From an optimization exercise on the open Yosys and OpenROAD flow, aimed at small area, a short achievable clock period and few clock cycles; shortcuts taken in it are not production practice. Only simulation tests tie the RTL to the original design; equivalence was not proved. Power and IR drop assume default switching activity.

==> wip/indigo <==
## cipher_core
module cipher_core (
    input  wire        clk,
    input  wire        rst,
    input  wire        bus_valid,
    input  wire        bus_we,
    input  wire [5:0]  bus_addr,
    input  wire [31:0] bus_wdata,
    output wire        bus_ready,
    output reg         rd_valid,
    output reg  [31:0] rd_data
);
Settings: LEC_CHECK=0, CAP_MARGIN=20, CORE_MARGIN=2, CORE_UTILIZATION=30, PLACE_DENSITY=0.45, SETUP_SLACK_MARGIN=4, SLEW_MARGIN=20; clock period 12.0 ns.
run.sh (not shown) runs the stock make flow with config.mk's settings and CLKGATE_MAP_FILE= SYNTH_SCRIPT=/design/flow/synth_recipe.tcl, a recipe that flattens the netlist after the stock synthesis.
==> wip/raven: changes against wip/indigo <==
--- a/flow/design.v
+++ b/flow/design.v
@@ -1020,24 +1020,26 @@
     function [31:0] status_word(input [6:0] p);
         status_word = {21'd0, p[6:4], 2'd0, p[3:2], 2'd0, p[1], p[0]};
     endfunction
     wire rd_direct_ok = (rq_n == 3'd0) && !(a_dout && dout_pend);
     wire rd_can_q     = (rq_n != 3'd4) && !a_din;
     wire rd_ex        = h_rd && (rd_direct_ok || rd_can_q);
     wire rd_enq       = rd_ex && !rd_direct_ok;
     wire rd_dir       = rd_ex && rd_direct_ok;
-    wire aes_dec_ready = is_des_ctx || !xs || wv;
+    wire e_fin;
+    wire eng_free = !busy || e_fin;
+    wire aes_dec_ready = is_des_ctx || !xs || wv || e_fin;
     reg  cmd_go;
     always @(*) begin
         cmd_go = 1'b1;
         if (cmd_ok) begin
             if (is_keyld)              cmd_go = !busy || abortable;
-            else if (is_enc)           cmd_go = !busy;
-            else if (is_dec)           cmd_go = !busy && aes_dec_ready;
+            else if (is_enc)           cmd_go = eng_free;
+            else if (is_dec)           cmd_go = eng_free && aes_dec_ready;
             else if (is_ofbx)          cmd_go = ks_valid && (rq_n == 3'd0);
             else if (is_clear)         cmd_go = !dout_pend && (rq_n == 3'd0);
         end
     end
     wire cmd_ex = h_wr && a_cmd && cmd_go;
     wire wr_ex  = h_wr && !a_cmd;
     assign q_ex = rd_ex || cmd_ex || wr_ex;
     wire x_keyld = cmd_ex && cmd_ok && is_keyld;
@@ -1053,23 +1055,24 @@
     wire x_ofbiv_go  = x_ofbiv && !busy;
     wire start     = x_enc || x_dec || st_ks || st_kx || x_ofbx_full || x_ofbiv_go;
     wire start_dec = x_dec;
     wire [1:0] start_job = x_enc ? J_ENC : x_dec ? J_DEC : st_kx ? J_KX : J_KS;
     wire [127:0] din_blk = {din_w[0], din_w[1], din_w[2], din_w[3]};
     wire [127:0] ks_blk;
     wire [127:0] in_blk  = st_ks ? s_reg : x_ofbx_full ? ks_blk : din_blk;
     wire         idle_dec = h_wr && a_cmd && is_dec && aes_dec_ready;
-    wire         e_dec  = busy ? (job == J_DEC) : idle_dec;
-    wire [3:0]   e_r    = busy ? cnt : (idle_dec ? nr : 4'd0);
+    wire         kbusy  = busy && !e_last;
+    wire         e_dec  = kbusy ? (job == J_DEC) : idle_dec;
+    wire [3:0]   e_r    = kbusy ? cnt : (idle_dec ? nr : 4'd0);
     wire [255:0] begin_w = (xs ^ idle_dec) ? kx : kw;
-    wire [255:0] ks_in  = busy ? kw : begin_w;
+    wire [255:0] ks_in  = kbusy ? kw : begin_w;
     wire [7:0]   rc_beg = !idle_dec ? 8'h01 :
                           (variant == 2'd1) ? 8'h6c : (variant == 2'd2) ? 8'h1b : 8'h80;
-    wire [7:0]   ks_rc  = busy ? rc : rc_beg;
+    wire [7:0]   ks_rc  = kbusy ? rc : rc_beg;
     wire [255:0] ks_out;
     wire [7:0]   ks_rco;
     aes_kstep u_kstep (
         .w(ks_in), .variant(variant), .r(e_r), .bwd(e_dec), .rc_in(ks_rc),
         .y(ks_out), .rc_out(ks_rco)
     );
     wire aes_last = (job == J_DEC) ? (cnt == 4'd0) : (cnt == nr);
     wire [127:0] aes_out;
@@ -1099,16 +1102,17 @@
     des_fp u_fp (.x({dl[DES_RPC][31:0], dl[DES_RPC][63:32]}), .y(des_res));
     wire e_des   = is_des_ctx;
     wire e_last  = e_des ? (cnt == DES_LAST) : aes_last;
     wire e_wdout = (job == J_ENC) || (job == J_DEC);
     wire h_enc_wait = h_wr && a_cmd && cmd_ok && is_enc;
     wire e_abort = ((x_keyld || x_ofbiv || x_clear) || h_enc_wait) && busy && abortable;
     wire e_done  = busy && e_last && !(e_wdout && rq_old) && !e_abort;
     wire e_hold  = busy && e_last && (e_wdout && rq_old);
+    assign e_fin = busy && e_last && !e_hold && (job != J_KS);
     wire [127:0] e_res = e_des ? {des_res, 64'd0} : aes_out;
     assign ks_blk = e_des ? {dlr, 64'd0} : st;
     wire [127:0] len_mask = ~({128{1'b1}} >> {c_len, 3'd0});
     wire [127:0] ofb_out  = (ks_blk ^ din_blk) & len_mask;
     wire [55:0] des_pc1_of_key;
     des_pc1 u_pc1 (.x({key_w[0], key_w[1]}), .y(des_pc1_of_key));
     always @(posedge clk) begin
         if (start) begin
@@ -1239,33 +1243,34 @@
                 ctx_valid  <= 1'b0;
                 variant    <= 2'd0;
                 ofb_active <= 1'b0;
                 s_reg      <= 128'd0;
                 ks_valid   <= 1'b0;
             end
             if (e_abort)
                 busy <= 1'b0;
-            if (start) begin
-                busy <= 1'b1;
-                job  <= start_job;
-                if (!e_des) begin
-                    xs <= !start_dec;
-                    wv <= 1'b0;
-                end
-                if (x_enc || x_dec)
-                    ks_valid <= 1'b0;
-            end else if (e_done) begin
+            if (e_done) begin
                 busy <= 1'b0;
                 wv   <= 1'b1;
                 if (job == J_KS)
                     ks_valid <= 1'b1;
                 if (e_wdout) begin
                     dout_w[0] <= e_res[127:96];
                     dout_w[1] <= e_res[95:64];
                     dout_w[2] <= e_res[63:32];
                     dout_w[3] <= e_res[31:0];
                     dver      <= !dver;
                 end
             end
+            if (start) begin
+                busy <= 1'b1;
+                job  <= start_job;
+                if (!e_des) begin
+                    xs <= !start_dec;
+                    wv <= 1'b0;
+                end
+                if (x_enc || x_dec)
+                    ks_valid <= 1'b0;
+            end
         end
     end
 endmodule
Settings changed: CAP_MARGIN 20 to 40, SETUP_SLACK_MARGIN 4 to 0.3, SLEW_MARGIN 20 to 40.
==> comparison table <==
Outcome: wip/raven complete, no violations; wip/indigo failed layout checks
Violated checks: wip/raven -; wip/indigo max-capacitance violations, max-slew violations
First-pass GRT wire length: wip/raven 1240000 um; wip/indigo 1280000 um
Post-placement worst setup slack: wip/raven 484 ps; wip/indigo 25.0 ps
Number of cells on the worst reg-to-reg path: wip/raven 38; wip/indigo 36
Flip-flop and latch share of the layout cell area: wip/raven 0.238; wip/indigo 0.196
Drt initial violations: wip/raven 21700; wip/indigo 23900
Actual transition at the worst max-transition pin: wip/raven 1030 ps; wip/indigo 1550 ps
Post-synthesis instance area: wip/raven 167000 um2; wip/indigo 171000 um2
Part of the total power dissipated in sequential elements: wip/raven 0.156; wip/indigo 0.141
Simple-gate portion of the synthesized area: wip/raven 0.169; wip/indigo 0.163
Area share of buffers outside the clock network: wip/raven 0.0442; wip/indigo 0.114
Final cell count without fillers: wip/raven 26900; wip/indigo 29300
Flop-to-flop setup slack: wip/raven 560 ps; wip/indigo 2760 ps
CP Data Arrival Time: wip/raven 12260 ps; wip/indigo 9960 ps
Area fraction in compound gates after synthesis: wip/raven 0.160; wip/indigo 0.174
Met1 layer usage reported by global route: wip/raven 0.400; wip/indigo 0.398
Initial Util: wip/raven 0.301; wip/indigo 0.301
DP Wirelength: wip/raven 718000 um; wip/indigo 717000 um
Full die area: wip/raven 564000 um2; wip/indigo 576000 um2
Finished Core Util: wip/raven 0.339; wip/indigo 0.403
Cell count after synthesis: wip/raven 19500; wip/indigo 19900
Core area: wip/raven 556000 um2; wip/indigo 568000 um2
Testbench counts of wip/indigo, summed over its fixed seeds: cycles 17,301.
Testbench counts of wip/raven, summed over its fixed seeds: cycles 16,960.

========
==> inputs of pepper <==
cipher_core, a different RTL version from the one above (not shown whole).
export LEC_CHECK = 0
export CAP_MARGIN = 40
export CORE_MARGIN = 2
export CORE_UTILIZATION = 30
export PLACE_DENSITY = 0.45
export SETUP_SLACK_MARGIN = 5
export SLEW_MARGIN = 40
create_clock -name core_clock -period 12.0 [get_ports {clk}]
==> inputs of amber, as changes to pepper <==
--- a/flow/design.v
+++ b/flow/design.v
@@ -1007,16 +1007,20 @@
     wire abortable = (job == J_KS) || (job == J_KX);
     wire dout_pend = busy && !abortable;
     reg  [2:0]   rq_n;
     reg  [1:0]   rq_k [0:3];
     reg          rq_v [0:3];             
     reg  [6:0]   rq_p [0:3];
     reg          dver;                   
     wire rq_head_ok = (rq_n != 3'd0) && ((rq_k[0] != 2'd0) || (rq_v[0] == dver));
+    wire rq_old = ((rq_n > 3'd0) && rq_k[0] == 2'd0 && rq_v[0] == dver) ||
+                  ((rq_n > 3'd1) && rq_k[1] == 2'd0 && rq_v[1] == dver) ||
+                  ((rq_n > 3'd2) && rq_k[2] == 2'd0 && rq_v[2] == dver) ||
+                  ((rq_n > 3'd3) && rq_k[3] == 2'd0 && rq_v[3] == dver);
     wire [6:0] status_p = {err, variant, ofb_active, ctx_valid};
     function [31:0] status_word(input [6:0] p);
         status_word = {21'd0, p[6:4], 2'd0, p[3:2], 2'd0, p[1], p[0]};
     endfunction
     wire rd_direct_ok = (rq_n == 3'd0) && !(a_dout && dout_pend);
     wire rd_can_q     = (rq_n != 3'd4) && !a_din;
     wire rd_ex        = h_rd && (rd_direct_ok || rd_can_q);
     wire rd_enq       = rd_ex && !rd_direct_ok;
@@ -1096,18 +1100,18 @@
     endgenerate
     wire [63:0] des_res;
     des_fp u_fp (.x({dl[DES_RPC][31:0], dl[DES_RPC][63:32]}), .y(des_res));
     wire e_des   = is_des_ctx;
     wire e_last  = e_des ? (cnt == DES_LAST) : aes_last;
     wire e_wdout = (job == J_ENC) || (job == J_DEC);
     wire h_enc_wait = h_wr && a_cmd && cmd_ok && is_enc;
     wire e_abort = ((x_keyld || x_ofbiv || x_clear) || h_enc_wait) && busy && abortable;
-    wire e_done  = busy && e_last && !e_abort;
-    wire e_hold  = 1'b0;
+    wire e_done  = busy && e_last && !(e_wdout && rq_old) && !e_abort;
+    wire e_hold  = busy && e_last && (e_wdout && rq_old);
     assign e_fin = busy && e_last && !e_hold && (job != J_KS);
     wire [127:0] e_res = e_des ? {des_res, 64'd0} : aes_out;
     assign ks_blk = e_des ? {dlr, 64'd0} : st;
     wire [127:0] len_mask = ~({128{1'b1}} >> {c_len, 3'd0});
     wire [127:0] ofb_out  = (ks_blk ^ din_blk) & len_mask;
     wire [55:0] des_pc1_of_key;
     des_pc1 u_pc1 (.x({key_w[0], key_w[1]}), .y(des_pc1_of_key));
     always @(posedge clk) begin
==> flow/config.mk (replaced) <==
export PLATFORM = sky130hd
export DESIGN_NAME = cipher_core
export DESIGN_NICKNAME = cipher_core
export VERILOG_FILES = /design/flow/design.v
export SDC_FILE = /design/flow/constraint.sdc
export NUM_CORES = 4
export LEC_CHECK = 0
export CAP_MARGIN = 40
export CORE_MARGIN = 2
export CORE_UTILIZATION = 30
export PLACE_DENSITY = 0.45
export SETUP_SLACK_MARGIN = 3
export SLEW_MARGIN = 40
==> qor summary <==
item                                                                              pepper                    amber
Sequential power share                                                             0.131                    0.114
Non-clock inverter instance count of the final layout                                295                      331
Post-CTS setup repair buffer count                                                  1553                      536
Peak Freq                                                                      0.106 GHz                0.107 GHz
Share of power burned in combinational logic                                       0.763                    0.809
Delay contributed by the slowest stage of the critical path                       590 ps                   490 ps
Proportion of cell area occupied by multi-input gates                              0.611                    0.612
Proportion of netlist area held by the largest area contributor                    0.223                    0.231
Compound-cell area share of the yosys netlist                                      0.173                    0.160
Proportion of synthesized chip area in sequential cells                            0.260                    0.268
Post-synthesis instance total                                                      20000                    19500
Met2 wire length                                                               415000 µm                392000 µm
Full die area                                                                 582000 µm²               564000 µm²
Non-clk buf share                                                                  0.122                   0.0903
Result of the run                                                complete, no violations  complete, no violations
Area after DPL                                                                186000 µm²               181000 µm²
Horizontal die dimension                                                          763 µm                   751 µm
Core region area                                                              574000 µm²               556000 µm²
Testbench counts of pepper, summed over its fixed seeds: cycles 16,960.
Testbench counts of amber, summed over its fixed seeds: cycles 16,960.

==> what the ideal ports hide <==
The results above use ideal ports. As a check the final layouts listed here were re-extracted and re-timed, cells and wires unchanged. Step 1 (the two cells are an assumption about what drives the block):
set clk [get_ports {clk}]
set_driving_cell -lib_cell sky130_fd_sc_hd__clkbuf_16 $clk
set_driving_cell -lib_cell sky130_fd_sc_hd__buf_2 [delete_from_list [all_inputs] $clk]
Step 2 moves the port delays by t, midway between the first and last clock arrival at a register: inputs arrive t later, outputs are due t later. That takes back most of the time a late clock gives input paths. a / b / c = ideal ports / drivers / drivers and shift; a / b = the first two.
| run | shift t [ns] | setup WS [ns] | worst register clock-pin slew, ns | cell pins on the clock port's net |
|---|---|---|---|---|
| wip/indigo | 1.089 | 2.757 / 2.757 / 2.757 | 0.07 / 0.07 | 1 |
| wip/raven | 1.093 | 0.564 / 0.564 / 0.564 | 0.07 / 0.07 | 1 |
| pepper | 1.091 | 2.567 / 2.567 / 2.567 | 0.08 / 0.08 | 1 |
| amber | 1.077 | 2.621 / 2.621 / 2.621 | 0.08 / 0.08 | 1 |
